What follows belongs to an exercise in optimizing a design on an open flow for small area, a short achievable clock period and few clock cycles per item; a production flow would make more cautious choices.
Function was checked by simulation only, so behaviour that the tests miss may differ from the original.

`flow/design.v`:
```
module swg_fmul (
    input  wire [63:0] a,
    input  wire [63:0] b,
    output reg  [63:0] y
);
    wire        sign = a[63] ^ b[63];
    wire [52:0] ma   = {1'b1, a[51:0]};
    wire [52:0] mb   = {1'b1, b[51:0]};
    wire [105:0] prod = ma * mb;
    reg  [52:0] mant;
    reg         guard, sticky;
    reg  [12:0] exp;
    reg  [53:0] mant_r;
    always @* begin
        exp = {2'b00, a[62:52]} + {2'b00, b[62:52]} - 13'd1023;
        if (prod[105]) begin
            mant   = prod[105:53];
            guard  = prod[52];
            sticky = |prod[51:0];
            exp    = exp + 13'd1;
        end else begin
            mant   = prod[104:52];
            guard  = prod[51];
            sticky = |prod[50:0];
        end
        mant_r = {1'b0, mant} + {53'd0, guard & (sticky | mant[0])};
        if (mant_r[53]) begin
            mant_r = mant_r >> 1;
            exp    = exp + 13'd1;
        end
        if (a[62:52] == 11'd0 || b[62:52] == 11'd0)
            y = {sign, 63'd0};
        else
            y = {sign, exp[10:0], mant_r[51:0]};
    end
endmodule
module swg_fadd (
    input  wire [63:0] a,
    input  wire [63:0] b,
    output reg  [63:0] y
);
    reg  [63:0]  bg, sml;
    reg  [10:0]  d;
    reg  [107:0] bx, bsh, mask;
    reg          lost;
    reg  [108:0] sum;
    reg  [52:0]  mant;
    reg          guard, sticky;
    reg  [11:0]  exp;
    reg  [53:0]  mant_r;
    always @* begin
        if (a[62:0] >= b[62:0]) begin
            bg = a; sml = b;
        end else begin
            bg = b; sml = a;
        end
        d    = bg[62:52] - sml[62:52];
        bx   = {1'b1, sml[51:0], 55'd0};
        mask = 108'd0;
        if (d >= 11'd108) begin
            bsh  = 108'd0;
            lost = 1'b1;
        end else begin
            mask = (108'd1 << d) - 108'd1;
            bsh  = bx >> d;
            lost = |(bx & mask);
        end
        sum = {1'b0, 1'b1, bg[51:0], 55'd0} + {1'b0, bsh};
        exp = {1'b0, bg[62:52]};
        if (sum[108]) begin
            mant   = sum[108:56];
            guard  = sum[55];
            sticky = (|sum[54:0]) | lost;
            exp    = exp + 12'd1;
        end else begin
            mant   = sum[107:55];
            guard  = sum[54];
            sticky = (|sum[53:0]) | lost;
        end
        mant_r = {1'b0, mant} + {53'd0, guard & (sticky | mant[0])};
        if (mant_r[53]) begin
            mant_r = mant_r >> 1;
            exp    = exp + 12'd1;
        end
        if (sml[62:52] == 11'd0)
            y = {1'b0, bg[62:0]};
        else
            y = {1'b0, exp[10:0], mant_r[51:0]};
    end
endmodule
module swg_gen (
    input  wire        clk,
    input  wire        rst,
    input  wire        start,
    input  wire [63:0] phase,
    input  wire [63:0] phase_step,
    input  wire [63:0] amplitude,
    input  wire [15:0] count,
    output wire        ready,
    output reg         sample_valid,
    output reg  [63:0] sample
);
    localparam [66:0] TWO_PI_FX        = 67'h6487ed5110b4611a;
    localparam [63:0] PI_FX            = 64'h3243f6a8885a308d;
    localparam [63:0] HALF_PI_FX       = 64'h1921fb54442d1847;
    localparam [63:0] THREE_HALF_PI_FX = 64'h4b65f1fccc8748d4;
    localparam [63:0] CORDIC_K         = 64'h09b74eda8435e5a6;
    localparam [5:0]  LAST_ITER        = 6'd55;
    localparam [3:0] S_IDLE = 4'd0,
                     S_MUL  = 4'd1,
                     S_ADD  = 4'd2,
                     S_CONV = 4'd3,
                     S_RED  = 4'd4,
                     S_QUAD = 4'd5,
                     S_ROT  = 4'd6,
                     S_FLT  = 4'd7,
                     S_OUT  = 4'd8;
    reg [3:0]  state;
    reg [63:0] phase_r, step_r, amp_r;
    reg [15:0] count_r;
    reg [15:0] idx;
    reg [63:0] prod_r;       
    reg [63:0] arg_r;        
    reg [66:0] xfix;         
    reg [2:0]  red_k;
    reg        arg_zero;
    reg signed [63:0] cx, cy, cz;
    reg [5:0]  iter;
    reg [63:0] sin_r;
    assign ready = (state == S_IDLE);
    reg [63:0] idx_f;
    reg [3:0]  msb;
    integer    b;
    always @* begin
        msb = 4'd0;
        for (b = 0; b < 16; b = b + 1)
            if (idx[b]) msb = b[3:0];
        idx_f = {1'b0, 11'd1023 + {7'd0, msb}, 52'd0};
        idx_f[51:0] = {idx, 36'd0} << (5'd16 - {1'b0, msb});
        if (idx == 16'd0)
            idx_f = 64'd0;
    end
    wire [63:0] mul_step;
    wire [63:0] add_arg;
    wire [63:0] mul_amp;
    swg_fmul u_mul_step (.a(idx_f), .b(step_r), .y(mul_step));
    swg_fadd u_add_arg  (.a(phase_r), .b(prod_r), .y(add_arg));
    swg_fmul u_mul_amp  (.a(amp_r), .b(sin_r), .y(mul_amp));
    wire [10:0] rshift = 11'd1029 - arg_r[62:52];
    wire [66:0] arg_fix = (arg_r[62:52] == 11'd0 || rshift > 11'd66) ? 67'd0 :
                          ({1'b1, arg_r[51:0], 14'd0} >> rshift);
    wire [66:0] red_sub = TWO_PI_FX << red_k;
    reg signed [63:0] folded;
    always @* begin
        if (xfix[63:0] < HALF_PI_FX)
            folded = xfix[63:0];
        else if (xfix[63:0] < THREE_HALF_PI_FX)
            folded = PI_FX - xfix[63:0];
        else
            folded = xfix[63:0] - TWO_PI_FX[63:0];
    end
    reg [63:0] atan_lut;
    always @* begin
        case (iter)
      6'd0: atan_lut = 64'h0c90fdaa22168c23;
      6'd1: atan_lut = 64'h076b19c1586ed3da;
      6'd2: atan_lut = 64'h03eb6ebf25901bac;
      6'd3: atan_lut = 64'h01fd5ba9aac2f6dc;
      6'd4: atan_lut = 64'h00ffaaddb967ef4e;
      6'd5: atan_lut = 64'h007ff556eea5d893;
      6'd6: atan_lut = 64'h003ffeaab776e535;
      6'd7: atan_lut = 64'h001fffd555bbba97;
      6'd8: atan_lut = 64'h000ffffaaaaddddc;
      6'd9: atan_lut = 64'h0007ffff55556eef;
      6'd10: atan_lut = 64'h0003ffffeaaaab77;
      6'd11: atan_lut = 64'h0001fffffd55555c;
      6'd12: atan_lut = 64'h0000ffffffaaaaab;
      6'd13: atan_lut = 64'h00007ffffff55555;
      6'd14: atan_lut = 64'h00003ffffffeaaab;
      6'd15: atan_lut = 64'h00001fffffffd555;
      6'd16: atan_lut = 64'h00000ffffffffaab;
      6'd17: atan_lut = 64'h000007ffffffff55;
      6'd18: atan_lut = 64'h000003ffffffffeb;
      6'd19: atan_lut = 64'h000001fffffffffd;
      6'd20: atan_lut = 64'h0000010000000000;
      6'd21: atan_lut = 64'h0000008000000000;
      6'd22: atan_lut = 64'h0000004000000000;
      6'd23: atan_lut = 64'h0000002000000000;
      6'd24: atan_lut = 64'h0000001000000000;
      6'd25: atan_lut = 64'h0000000800000000;
      6'd26: atan_lut = 64'h0000000400000000;
      6'd27: atan_lut = 64'h0000000200000000;
      6'd28: atan_lut = 64'h0000000100000000;
      6'd29: atan_lut = 64'h0000000080000000;
      6'd30: atan_lut = 64'h0000000040000000;
      6'd31: atan_lut = 64'h0000000020000000;
      6'd32: atan_lut = 64'h0000000010000000;
      6'd33: atan_lut = 64'h0000000008000000;
      6'd34: atan_lut = 64'h0000000004000000;
      6'd35: atan_lut = 64'h0000000002000000;
      6'd36: atan_lut = 64'h0000000001000000;
      6'd37: atan_lut = 64'h0000000000800000;
      6'd38: atan_lut = 64'h0000000000400000;
      6'd39: atan_lut = 64'h0000000000200000;
      6'd40: atan_lut = 64'h0000000000100000;
      6'd41: atan_lut = 64'h0000000000080000;
      6'd42: atan_lut = 64'h0000000000040000;
      6'd43: atan_lut = 64'h0000000000020000;
      6'd44: atan_lut = 64'h0000000000010000;
      6'd45: atan_lut = 64'h0000000000008000;
      6'd46: atan_lut = 64'h0000000000004000;
      6'd47: atan_lut = 64'h0000000000002000;
      6'd48: atan_lut = 64'h0000000000001000;
      6'd49: atan_lut = 64'h0000000000000800;
      6'd50: atan_lut = 64'h0000000000000400;
      6'd51: atan_lut = 64'h0000000000000200;
      6'd52: atan_lut = 64'h0000000000000100;
      6'd53: atan_lut = 64'h0000000000000080;
      6'd54: atan_lut = 64'h0000000000000040;
      6'd55: atan_lut = 64'h0000000000000020;
      default: atan_lut = 64'd0;
        endcase
    end
    reg [63:0] mag;
    reg [63:0] norm;
    reg [5:0]  lead;
    reg [53:0] fm;
    reg [10:0] fe;
    reg [63:0] sin_f;
    integer    j;
    always @* begin
        mag = cy[63] ? (~cy + 64'd1) : cy;
        if (mag > 64'h1000000000000000)
            mag = 64'h1000000000000000;
        lead = 6'd0;
        for (j = 0; j < 61; j = j + 1)
            if (mag[j]) lead = j[5:0];
        norm = mag << (6'd63 - lead);
        fm = {1'b0, norm[63:11]} + {53'd0, norm[10] & ((|norm[9:0]) | norm[11])};
        fe = 11'd963 + {5'd0, lead};
        if (fm[53]) begin
            fm = fm >> 1;
            fe = fe + 11'd1;
        end
        sin_f = {cy[63], fe, fm[51:0]};
        if (mag == 64'd0 || arg_zero)
            sin_f = 64'd0;
    end
    always @(posedge clk) begin
        if (rst) begin
            state        <= S_IDLE;
            sample_valid <= 1'b0;
            sample       <= 64'd0;
        end else begin
            sample_valid <= 1'b0;
            case (state)
                S_IDLE: begin
                    if (start) begin
                        phase_r <= phase;
                        step_r  <= phase_step;
                        amp_r   <= amplitude;
                        count_r <= count;
                        idx     <= 16'd0;
                        if (count != 16'd0)
                            state <= S_MUL;
                    end
                end
                S_MUL: begin
                    prod_r <= mul_step;
                    state  <= S_ADD;
                end
                S_ADD: begin
                    arg_r <= add_arg;
                    state <= S_CONV;
                end
                S_CONV: begin
                    xfix  <= arg_fix;
                    red_k <= 3'd4;
                    state <= S_RED;
                end
                S_RED: begin
                    if (xfix >= red_sub)
                        xfix <= xfix - red_sub;
                    red_k <= red_k - 3'd1;
                    if (red_k == 3'd0)
                        state <= S_QUAD;
                end
                S_QUAD: begin
                    arg_zero <= (xfix == 67'd0);
                    cz    <= folded;
                    cx    <= CORDIC_K;
                    cy    <= 64'sd0;
                    iter  <= 6'd0;
                    state <= S_ROT;
                end
                S_ROT: begin
                    if (!cz[63]) begin
                        cx <= cx - (cy >>> iter);
                        cy <= cy + (cx >>> iter);
                        cz <= cz - atan_lut;
                    end else begin
                        cx <= cx + (cy >>> iter);
                        cy <= cy - (cx >>> iter);
                        cz <= cz + atan_lut;
                    end
                    iter <= iter + 6'd1;
                    if (iter == LAST_ITER)
                        state <= S_FLT;
                end
                S_FLT: begin
                    sin_r <= sin_f;
                    state <= S_OUT;
                end
                S_OUT: begin
                    sample       <= mul_amp;
                    sample_valid <= 1'b1;
                    idx          <= idx + 16'd1;
                    if (idx == count_r - 16'd1)
                        state <= S_IDLE;
                    else
                        state <= S_MUL;
                end
                default: state <= S_IDLE;
            endcase
        end
    end
endmodule
```
`flow/run.sh`:
```
#!/bin/bash
# synth_recipe.tcl (not shown) runs the flow's synth.tcl, then flattens the netlist and writes it again
# the make line also repeats each setting of config.mk as NAME=value (left out here)
make -C /OpenROAD-flow-scripts/flow DESIGN_CONFIG=/design/flow/config.mk WORK_HOME=/design/flow/orfs CLKGATE_MAP_FILE= SYNTH_SCRIPT=/design/flow/synth_recipe.tcl finish
```
`flow/config.mk`:
```
export PLATFORM = sky130hd
export DESIGN_NAME = swg_gen
export DESIGN_NICKNAME = swg_gen
export VERILOG_FILES = /design/flow/design.v
export SDC_FILE = /design/flow/constraint.sdc
export NUM_CORES = 8
export LEC_CHECK = 0
export CAP_MARGIN = 20
export CORE_MARGIN = 2
export CORE_UTILIZATION = 40
export PLACE_DENSITY = 0.6
export SLEW_MARGIN = 20
```
`flow/constraint.sdc`:
```
create_clock -name core_clock -period 20.0 [get_ports {clk}]
set_input_delay 4.0000 -clock core_clock [delete_from_list [all_inputs] [get_ports {clk}]]
set_output_delay 4.0000 -clock core_clock [all_outputs]
set_load 0.01 [all_outputs]
```
==> run notes <==
- The run finished with no timing, DRC or antenna violations.
- After the last flow step, the layout net total stands at 29170.
- The post-route cell area is 224100 um2.
- The clock latency reported for the late side of the worst-skew pair is 0.92 ns.
- The normalized max-slew margin is 13.98%.
- The count of endpoints failing hold in the final timing report was 0.
- Along the worst path, the maximum fanout reaches 51.
- Before antenna repair, the detailed router went through 7 iterations.
- Setup repair after global routing left no endpoint under its margin.
- The post-cts repair resize count is 0.
- Summing all multi-input logic gate instances after layout gives 168300 um2.
- Sequential elements use 10.93% of the synthesized area.
- The count of final max-slew check failures is 0.
- TritonCTS built the clock tree.
- The worst register-to-register path has a depth of 67.
- The tightest hold path in the finished design has a slack of 0.4548 ns.
- The synthesis warning total is 3.
- The most instantiated flip-flop cell in the synthesis netlist is sky130_fd_sc_hd__edfxtp_1.
- The instance count after placement with tap cells included is 31050.
- Timing analysis after detailed placement gives a worst setup slack of 2.087 ns.
- The commonest cells after synthesis are sky130_fd_sc_hd__nand2_1 (4229), sky130_fd_sc_hd__inv_1 (3712), sky130_fd_sc_hd__fa_1 (3374).
- The floorplan step defined a die boundary enclosing 532500 um2.
- The kind of start point of the critical path is a register.
- On the critical path, the stage with the largest delay is an instance of sky130_fd_sc_hd__ha_1.
- The congestion estimate from routability-driven global placement came to 1.002.
- The achievable clock frequency is 55.26 MHz.
- The via count normalized by instance count is 5.800.
- The floorplan step defined a core boundary enclosing 524500 um2.
- The most frequent cell after synthesis is sky130_fd_sc_hd__nand2_1.
- Cells fill 42.73% of the core in the end.
- Setup slack on the critical path of the routed design comes to 1.905 ns.
- The clock period minus worst slack is 18.09 ns.
- The wire length of the first global-routing pass is 1163 mm.
- Counting flops and latches in the post-synthesis netlist gives 810.
- For this block, the initial DRC count from the detailed router was 17340.
- The reg-to-reg critical path startpoint is idx[2]$_SDFFCE_PN0P_.
- The initial antenna violation count is 26.
- The worst setup path is of the register to register kind.
- The average cell area after synthesis is 8.454 um2.
- Wires add up to 770.6 mm.
- In this run, synthesis inferred 681 flip-flops with an integrated enable.
- The mapped netlist covers 210700 um2.
- In this run the number of H-tree levels came out at 3.
- The post-route fraction of the period consumed by the critical path is 90.47%.
- The endpoint identified for the worst register-to-register timing path is prod_r[41]$_SDFFCE_PP0P_.
- Data on the critical path arrives at its endpoint at 18.77 ns.
- In this run the biggest area consumer among cell types represents 32.06% of the synthesized area.
- The worst hold path was traced through 2 stages.
- Counting stages on the worst path, the most repeated cell is sky130_fd_sc_hd__inv_1.
- Clock skew on the completed layout was measured at 0.1175 ns.
- The horizontal die dimension is 729.7 um.
- The net count after synthesis is 29890.
- For this configuration, the core starts out at a cell density of 40.16%.
- The sequential cell area is 23030 um2.
- The buffer levels on the longest clock path is 4.
- The fill cell total of the finished layout is 52570.
- The number of rows in the core area is 266.
- In this run the clock root is driven by a sky130_fd_sc_hd__clkbuf_16.
- In this run the post-CTS setup repair buffer count came out at 0.
- The hold-critical path endpoint is sample[38]$_SDFFE_PP0P_.
- Once placement finished, the instance area stood at 220200 um2.
- The via count of the first global-routing pass was 183100.
- The element type at the critical path end is a register.
- The clock-pin slew of the registers on the worst-case setup and hold paths is 0.06 ns.
- In the synthesized netlist the async set-or-reset flop fraction comes to 0%.
- The share of cells above drive strength 1 is 5.047%.
- The count of non-filler cells in the finished layout is 31270.
- The count of port buffers added during placement is 274.
- Global routing finished with a remaining overflow of 0.
- The final routed DRC violation total is 0.
- The total of hold buffers inserted after clock tree synthesis is 0.
- Ranked by total cell area, the synthesized netlist is headed by sky130_fd_sc_hd__fa_1 (32%), sky130_fd_sc_hd__edfxtp_1 (9.7%), sky130_fd_sc_hd__ha_1 (8.2%), sky130_fd_sc_hd__nand2_1 (7.5%), sky130_fd_sc_hd__inv_1 (6.6%).
- The post-synthesis cell type with the largest combined area is sky130_fd_sc_hd__fa_1.
- Once detailed placement completed, the half-perimeter wirelength came to 594.7 mm.
- At the worst endpoint, the required time is 20.68 ns.
- The area added between synthesis and finish is 6.392%.
- The average wire length per cell after detail routing is 24.64 um.
- The largest incremental delay on the critical path is 0.92 ns.
- Summed over all failing endpoints, the final setup total negative slack is 0 ns.
- The die is 729.7 um tall.
- Counting distinct cell types in the post-synthesis netlist gives 127.
- CTS saw 810 sinks.
- In this run the register-to-register setup slack is 1.91 ns.
- In this run the most critical hold path is launched from sample[38]$_SDFFE_PP0P_.
- The number of max-cap violations is 0.
- The final-report setup violation count is 0.
- The slew at the pin closest to its max-slew limit is 1.277 ns.
- The antenna violation net count after detailed routing is 0.
- 277 I/O pins were placed.
- After technology mapping, the gate count stands at 24920.
- The pin count of the biggest net entering global routing is 176.
- The number of vias after detailed routing is 181400.
- The type of the worst min-delay path is register to register.
- TritonCTS created 113 clock buffers.
- The overall fraction of global-route tracks in use is 28.68%.
registers in the layout (all words and copies together) (netlist names), 3 cells and up:
name	count
amp_r	64
arg_r	63
atan_lut	60
count_r	16
cx	64
cy	64
cz	64
idx	16
iter	6
phase_r	63
prod_r	63
red_k	3
sample	64
sin_r	64
state	4
step_r	63
xfix	67
how the worst max path moves through the flow:
stage	startpoint	endpoint	slack [ns]
final	idx[2]$_SDFFCE_PN0P_	prod_r[41]$_SDFFCE_PP0P_	1.91
after global routing	idx[2]$_SDFFCE_PN0P_	prod_r[41]$_SDFFCE_PP0P_	0.87
after CTS	idx[2]$_SDFFCE_PN0P_	prod_r[41]$_SDFFCE_PP0P_	2.00
after detailed placement	idx[2]$_SDFFCE_PN0P_	prod_r[41]$_SDFFCE_PP0P_	2.09
after global placement	idx[2]$_SDFFCE_PN0P_	prod_r[41]$_SDFFCE_PP0P_	2.13
after floorplan	idx[2]$_SDFFCE_PN0P_	prod_r[27]$_SDFFCE_PP0P_	3.64
routing by layer:
metal / wire [um] / vias to the layer above / track usage (%)
li1: - / 79820 / -
met4: 48500 / 6 / 14.80
met3: 62350 / 1785 / 4.622
met2: 349400 / 8502 / 46.03
met5: 33 / - / 0
met1: 310200 / 91280 / 37.42
cell families after synthesis:
group	after synthesis	share of synthesized area (%)
AO/OA/AOI/OAI	4052	12.50
flip-flops	810	10.93
AND/OR/NAND/NOR	8290	17.73
buffers and inverters	5264	9.462
adder cells (fa/ha/maj)	4761	40.30
XOR/XNOR	1073	4.461
multiplexers	668	4.614
cell usage in the layout, fill, tap and decap left out, drive strengths merged, types with 381 or more instances in the layout:
| master | synthesis | final |
|---|---|---|
| buf | 188 | 432 |
| nor3 | 385 | 385 |
| fa | 3374 | 3374 |
| inv | 3717 | 3730 |
| o21ai | 962 | 962 |
| nand2 | 4233 | 4233 |
| xnor2 | 607 | 607 |
| nor2 | 1443 | 1443 |
| ha | 1387 | 1387 |
| xor2 | 466 | 466 |
| and2 | 746 | 746 |
| edfxtp | 681 | 681 |
| a21oi | 1064 | 1064 |
| mux2i | 381 | 381 |
final cells by class:
type	instances	area share (%)
multi-input cells	18840	75.11
inverters	3724	6.242
clock inverters	57	0.2674
diodes	15	0.01675
repair buffers	707	2.737
flip-flops and latches	810	10.28
clock buffers	149	1.458
well taps	6968	3.890
worst max-delay path: cells and delay by family, from the launching register on:
| kind | cells | cell delay, ns |
|---|---|---|
| AO/OA/AOI/OAI | 19 | 4.57 |
| adder cells (fa/ha/maj) | 12 | 5.22 |
| buffers and inverters | 13 | 1.72 |
| flip-flops | 1 | 0.53 |
| multiplexers | 1 | 0.39 |
| AND/OR/NAND/NOR | 22 | 5.30 |
Testbench counts, summed over its fixed seeds: cycles 1,608,040, items 24,000.

[static timing again, ports no longer ideal]
The results above use ideal ports. As a check the final layout listed here was re-extracted and re-timed, cells and wires unchanged. Step 1: set_driving_cell puts a clkbuf_16 on clk and a buf_2 on each other input, an assumption about the parent block. Step 2 also shifts input and output timing later by t, the mid clock arrival at the registers, as if the neighbouring blocks saw the same clock. Slacks: no drivers / after step 1 / after step 2; pairs: no drivers / after step 1.
t (ns): 1.026
slack for setup (ns): 1.905 / 1.905 / 1.905
latest minus earliest clock arrival (ns): 0.169 / 0.169
worst slew at a driven data input, ns: 0.14
pins driven straight from the clock port: 1
After both steps setup and hold are still met in this run. For this run, drivers alone change the setup slack by 0.000 ns; drivers and shift together by 0.000 ns.
